What follows belongs to an exercise in optimizing a design on an open flow for small area, a short achievable clock period and few clock cycles; a production flow would make more cautious choices. The RTL was checked by simulation tests, not by an equivalence proof against the original design. Power figures rest on the tool's default switching activity, not on a simulated workload.

==> flow/design.v (excerpt) <==
module tans_enc (
    input  wire        clk,
    input  wire        rst,         
    input  wire        in_valid,
    output wire        in_ready,
    input  wire        in_init,     
    input  wire [7:0]  in_sym,
    input  wire [4:0]  in_lane,
    output wire        t_rd,
    output wire [7:0]  t_addr,
    input  wire [11:0] t_freq,
    input  wire [11:0] t_cum,
    output reg         w_valid,
    output wire [15:0] w_data,
    output wire        idle,
    output reg         sym_err,     
    output reg  [7:0]  err_sym,     
    input  wire [4:0]  x_lane,
    output wire [26:0] x_out
);
    localparam LOG2M = 11;
    localparam [26:0] M = 27'd1 << LOG2M;
    localparam integer S = 4;
    localparam R4 = 1;                
    function integer nb;
        input integer k;
        begin
            case (k)
            1: nb = 4;
            2: nb = 4;
            3: nb = 4;
            4: nb = 4;
  ...
For scale: roughly 4,200 cells after synthesis, about 1,200 flip-flops, ~110 I/O pins.
==> flow/config.mk <==
export PLATFORM = sky130hd
export DESIGN_NAME = tans_enc
export DESIGN_NICKNAME = tans_enc
export VERILOG_FILES = /design/flow/design.v
export SDC_FILE = /design/flow/constraint.sdc
export NUM_CORES = 4
export LEC_CHECK = 0
export CAP_MARGIN = 20
export CORE_MARGIN = 2
export CORE_UTILIZATION = 40
export CTS_CLUSTER_DIAMETER = 120
export CTS_CLUSTER_SIZE = 22
export SETUP_SLACK_MARGIN = 3.5
export SLEW_MARGIN = 20
export TNS_END_PERCENT = 10
==> flow/constraint.sdc <==
create_clock -name core_clock -period 10.0 [get_ports {clk}]
set_input_delay 2.0000 -clock core_clock [delete_from_list [all_inputs] [get_ports {clk}]]
set_output_delay 2.0000 -clock core_clock [all_outputs]
set_load 0.01 [all_outputs]
run.sh (not shown) runs the stock make flow with config.mk's settings and CLKGATE_MAP_FILE= SYNTH_SCRIPT=/design/flow/synth_recipe.tcl, a recipe that flattens the netlist after the stock synthesis.
The starting point ran to the end with no violations.
Testbench counts at the start, summed over its fixed seeds: cycles 5,190.
Edit:
TNS_END_PERCENT = not set   (was 10)
=> The new run finished clean; synthesized cell count does not change; critical path depth rose by 2; count of clock-buffer cells in the layout is unchanged; non-clock buffer count falls by 1; maximum frequency came out higher by 1.1%; die area is unchanged; final area hardly moves; core utilization hardly moves; worst setup slack improved by 0.068 ns.


tans_enc, a different RTL version from the one above (not shown whole).
For scale: roughly 6000 cells after synthesis, roughly 1200 flip-flops, ~110 I/O pins, ~0.060 mm² of cells after synthesis.
Settings: LEC_CHECK=0, ABC_AREA=1, CAP_MARGIN=20, CORE_MARGIN=2, CORE_UTILIZATION=40, SETUP_SLACK_MARGIN=3.0, SLEW_MARGIN=20; clock period 10.0 ns.
The starting point passed the timing, design-rule and antenna checks.
Testbench counts at the start, summed over its fixed seeds: cycles 5,190.
Edit:
Settings changed: ABC_AREA 1 to unset, SETUP_SLACK_MARGIN 3.0 to 3.5.
The changed run finished clean.
Register-to-register slack improves by 0.29 ns.
Via count drops by 13%.
Setup slack improves by 0.61 ns.
Hold slack degrades by 0.0093 ns.
Total power drops by 2.0%.
Edit:
Settings changed: CTS_CLUSTER_DIAMETER set to 120, CTS_CLUSTER_SIZE set to 22.
Worst hold slack gets better by 0.033 ns.
Routed wire length came out lower by 0.59%.
Global-route usage hardly moves.
Non-clock buffer count is lower by 2.
Die area stays the same.
Edit:
==> flow/flow/run.sh (new file) <==
#!/bin/bash
# The standard layout, with the ports buffered by buf_4 cells instead of the
# delay buffers buffer_ports picks by default.
set -euo pipefail
export BUFFER_PORTS_ARGS="-buffer_cell sky130_fd_sc_hd__buf_4"
bash standard.sh > standard.log 2>&1
==> flow/standard.sh (new file) <==
#!/bin/bash
# synth_recipe.tcl (not shown) runs the flow's synth.tcl, then flattens the netlist and writes it again
# the make line also repeats each setting of config.mk as NAME=value (left out here)
make -C /OpenROAD-flow-scripts/flow DESIGN_CONFIG=/design/flow/config.mk WORK_HOME=/design/flow/orfs CLKGATE_MAP_FILE= SYNTH_SCRIPT=/design/flow/synth_recipe.tcl "${@:-finish}"
Settings changed: CTS_CLUSTER_DIAMETER 120 to unset, CTS_CLUSTER_SIZE 22 to unset, SETUP_SLACK_MARGIN 3.5 to 3.0.
removed: flow/run.sh
Result: Utilization rose by 0.44 points; fmax fell by 6.7%; via count fell by 0.64%; routed wire length fell by 2.4%; design area rose by 0.96%; global-route usage fell by 0.67 points; flip-flop and latch count stays the same; worst setup slack is worse by 0.47 ns.


The RTL this note starts from:
==> flow/design.v <==
module tans_enc (
    input  wire        clk,
    input  wire        rst,         
    input  wire        in_valid,
    output wire        in_ready,
    input  wire        in_init,     
    input  wire [7:0]  in_sym,
    input  wire [4:0]  in_lane,
    output wire        t_rd,
    output wire [7:0]  t_addr,
    input  wire [11:0] t_freq,
    input  wire [11:0] t_cum,
    output reg         w_valid,
    output wire [15:0] w_data,
    output wire        idle,
    output reg         sym_err,     
    output reg  [7:0]  err_sym,     
    input  wire [4:0]  x_lane,
    output wire [26:0] x_out
);
    localparam LOG2M = 11;
    localparam [26:0] M = 27'd1 << LOG2M;
    localparam integer S = 4;
    localparam R4 = 1;                
    function integer nb;
        input integer k;
        begin
            case (k)
            1: nb = 4;
            2: nb = 4;
            3: nb = 4;
            4: nb = 4;
            default: nb = 0;
            endcase
        end
    endfunction
    function [27:0] dstep;
        input [11:0] r;
        input [15:0] dq;
        input [11:0] f;
        reg   [12:0] t;
        reg   [13:0] d;
        begin
            t = {r, dq[15]};
            d = {1'b0, t} - {2'b00, f};
            if (!d[13]) dstep = {d[11:0], dq[14:0], 1'b1};
            else        dstep = {t[11:0], dq[14:0], 1'b0};
        end
    endfunction
    function [27:0] dstep4;
        input [11:0] r;
        input [15:0] dq;
        input [11:0] f;
        input [13:0] f3;
        reg   [13:0] t;
        reg   [14:0] d1, d2, d3;
        begin
            t  = {r, dq[15:14]};
            d1 = {1'b0, t} - {3'b000, f};
            d2 = {1'b0, t} - {2'b00, f, 1'b0};
            d3 = {1'b0, t} - {1'b0, f3};
            if (!d3[14])      dstep4 = {d3[11:0], dq[13:0], 2'b11};
            else if (!d2[14]) dstep4 = {d2[11:0], dq[13:0], 2'b10};
            else if (!d1[14]) dstep4 = {d1[11:0], dq[13:0], 2'b01};
            else              dstep4 = {t[11:0],  dq[13:0], 2'b00};
        end
    endfunction
    reg  [27*32-1:0] xs;                 
    reg        v1;
    reg [4:0]  lane1;
    reg [7:0]  sym1;
    reg [S:1]      vd;
    reg [5*S-1:0]  laned;
    reg [12*S-1:0] fd, cd, rd;
    reg [14*S-1:0] f3d;                  
    reg [16*S-1:0] dqd;
    reg            nw1;
    reg  busy;
    reg        wbv;
    reg [4:0]  wblane;
    reg [15:0] wbq;
    reg [11:0] wbr, wbc;
    reg hazard;
    integer k;
    always @* begin
        hazard = v1 && lane1 == in_lane;
        for (k = 1; k <= S; k = k + 1)
            hazard = hazard | (vd[k] && laned[5*(k-1) +: 5] == in_lane);
    end
    assign idle     = !busy;
    assign in_ready = in_init ? !busy : !hazard;
    wire   accept   = in_valid && in_ready;
    assign t_rd   = in_valid && !in_init;
    assign t_addr = in_sym;
    wire [4:0]  ra    = busy ? lane1 : x_lane;
    reg  [26:0] x_cur;
    integer n;
    always @* begin
        x_cur = 27'd0;
        for (n = 0; n < 32; n = n + 1)
            x_cur = x_cur | (xs[27*n +: 27] & {27{ra == n}});
    end
    assign x_out = x_cur;
    wire        f_ok   = t_freq != 12'd0;
    wire        need_w = {1'b0, x_cur[26:16]} >= t_freq;
    wire [26:0] x1     = {rd[10:0], dqd[15:0]};
    assign w_data = x1[15:0];
    wire [27:0] x_ren  = nw1 ? {17'd0, x1[26:16]} : {1'b0, x1};
    reg [28*S-1:0] dq_out;
    always @* begin : div
        reg [27:0] q;
        integer g;
        for (g = 1; g <= S; g = g + 1) begin
            q = (g == 1) ? x_ren : {rd[12*(g-1) +: 12], dqd[16*(g-1) +: 16]};
            if (R4) begin
                for (k = 0; k < nb(g) / 2; k = k + 1)
                    q = dstep4(q[27:16], q[15:0], fd[12*(g-1) +: 12], f3d[14*(g-1) +: 14]);
                if (nb(g) % 2)
                    q = dstep(q[27:16], q[15:0], fd[12*(g-1) +: 12]);
            end else begin
                for (k = 0; k < nb(g); k = k + 1)
                    q = dstep(q[27:16], q[15:0], fd[12*(g-1) +: 12]);
            end
            dq_out[28*(g-1) +: 28] = q;
        end
    end
    wire [27:0] qs    = dq_out[28*(S-1) +: 28];
    always @(posedge clk) begin
        lane1 <= in_lane;
        sym1  <= in_sym;
        laned <= {laned[5*(S-1)-1:0], lane1};
        fd    <= {fd[12*(S-1)-1:0], t_freq};
        cd    <= {cd[12*(S-1)-1:0], t_cum};
        f3d   <= {f3d[14*(S-1)-1:0], {2'b00, t_freq} + {1'b0, t_freq, 1'b0}};
        for (k = 1; k < S; k = k + 1) begin
            rd[12*k +: 12]  <= dq_out[28*(k-1) + 16 +: 12];
            dqd[16*k +: 16] <= dq_out[28*(k-1) +: 16];
        end
        rd[11:0]  <= {1'b0, x_cur[26:16]};
        dqd[15:0] <= x_cur[15:0];
        nw1       <= need_w;
        wblane    <= laned[5*(S-1) +: 5];
        wbq       <= qs[15:0];
        wbr       <= qs[27:16];
        wbc       <= cd[12*(S-1) +: 12];
        if (rst) begin
            v1      <= 1'b0;
            vd      <= {S{1'b0}};
            busy    <= 1'b0;
            wbv     <= 1'b0;
            w_valid <= 1'b0;
            sym_err <= 1'b0;
            err_sym <= 8'd0;
        end else begin
            v1 <= accept && !in_init;
            vd <= {vd[S-1:1], v1 && f_ok};
            wbv  <= vd[S];
            busy <= (accept && !in_init) || (v1 && f_ok) || (|vd);
            w_valid <= v1 && f_ok && need_w;
            if (v1 && !f_ok && !sym_err) begin
                sym_err <= 1'b1;
                err_sym <= sym1;
            end
            if (accept && in_init) begin
                sym_err <= 1'b0;
                err_sym <= 8'd0;
            end
        end
    end
    wire        init_we = !rst && accept && in_init;
    wire        upd_we  = !rst && wbv;
    wire [26:0] x_new   = {wbq, 11'd0} + {15'd0, wbc} + {15'd0, wbr};
    wire [26:0] wbus    = init_we ? M : x_new;
    genvar j;
    generate
        for (j = 0; j < 32; j = j + 1) begin : lanes
            always @(posedge clk)
                if (init_we || (upd_we && wblane == j))
                    xs[27*j +: 27] <= wbus;
        end
    endgenerate
endmodule
clock: 10.0 ns
lec_check: 0
cap_margin: 20
core_margin: 2
core_utilization: 40
slew_margin: 20
Stock flow here: none of the scripts above is used.
Testbench counts at the start, summed over its fixed seeds: cycles 5,190.
Edit:
SETUP_SLACK_MARGIN = 3.0   (was default)
What happened: The new run finished clean; design area goes up slightly; die area does not change; clock-buffer cell count stays the same; non-clock buffer count went up by 70; first-iteration DRC count fell by a few percent; global-route usage climbs by 0.41 points; cell count went up slightly.
Edit:
CTS_CLUSTER_DIAMETER = 120   (was default)
CTS_CLUSTER_SIZE = 26   (was default)
SETUP_SLACK_MARGIN = 3.5   (was 3.0)
Worst hold slack improved by 0.037 ns. Routed wire length goes down by 1.2%. Sequential cell count stays the same. Cell area is lower by 2.7%. Maximum frequency goes up by 6.4%. Sequential power hardly moves. Cell count drops by 1.6%. Critical path depth came out higher by 11. Sequential share of layout area went up by 1.4 points.

afterwards: timing with drivers on the ports:
How much do the figures lean on ideal ports? The routed layouts below were timed once more, with nothing changed but the port constraints.
Step 1 sets driving cells, clkbuf_16 on the clock port and buf_2 on the other inputs (assumed; they add their load-dependent delay and slew).
Step 2 times the ports against the registers' clock, not the clock port: input delays grow and output delays shrink by t, the midpoint of the rising clock arrivals with the driver on.
Slacks: ideal / step 1 / step 2; pairs: ideal / step 1.
run	t (ns)	setup slack, ns	worst setup path after step 2	pins driven straight from the clock port
the first run of note 1	0.792	3.440 / 3.289 / 3.289	input to output	1
the second run of note 1	0.788	3.509 / 3.346 / 3.346	input to output	1
the first run of note 2	0.815	2.866 / 2.844 / 2.844	input to output	1
the second run of note 2	0.823	3.480 / 3.450 / 2.724	input to register	1
the third run of note 2	0.770	3.513 / 3.491 / 2.779	input to register	1
the fourth run of note 2	0.829	3.046 / 3.018 / 3.018	input to output	1
the first run of note 3	0.820	1.775 / 1.723 / 1.479	input to register	1
the second run of note 3	0.818	3.034 / 2.981 / 2.457	input to register	1
the third run of note 3	0.785	3.456 / 3.471 / 2.689	input to register	1
After both steps every run listed still meets setup and hold. The setup slack of the third run of note 3, which loses most, moves by +0.015 ns with the drivers and by -0.767 ns with both steps.
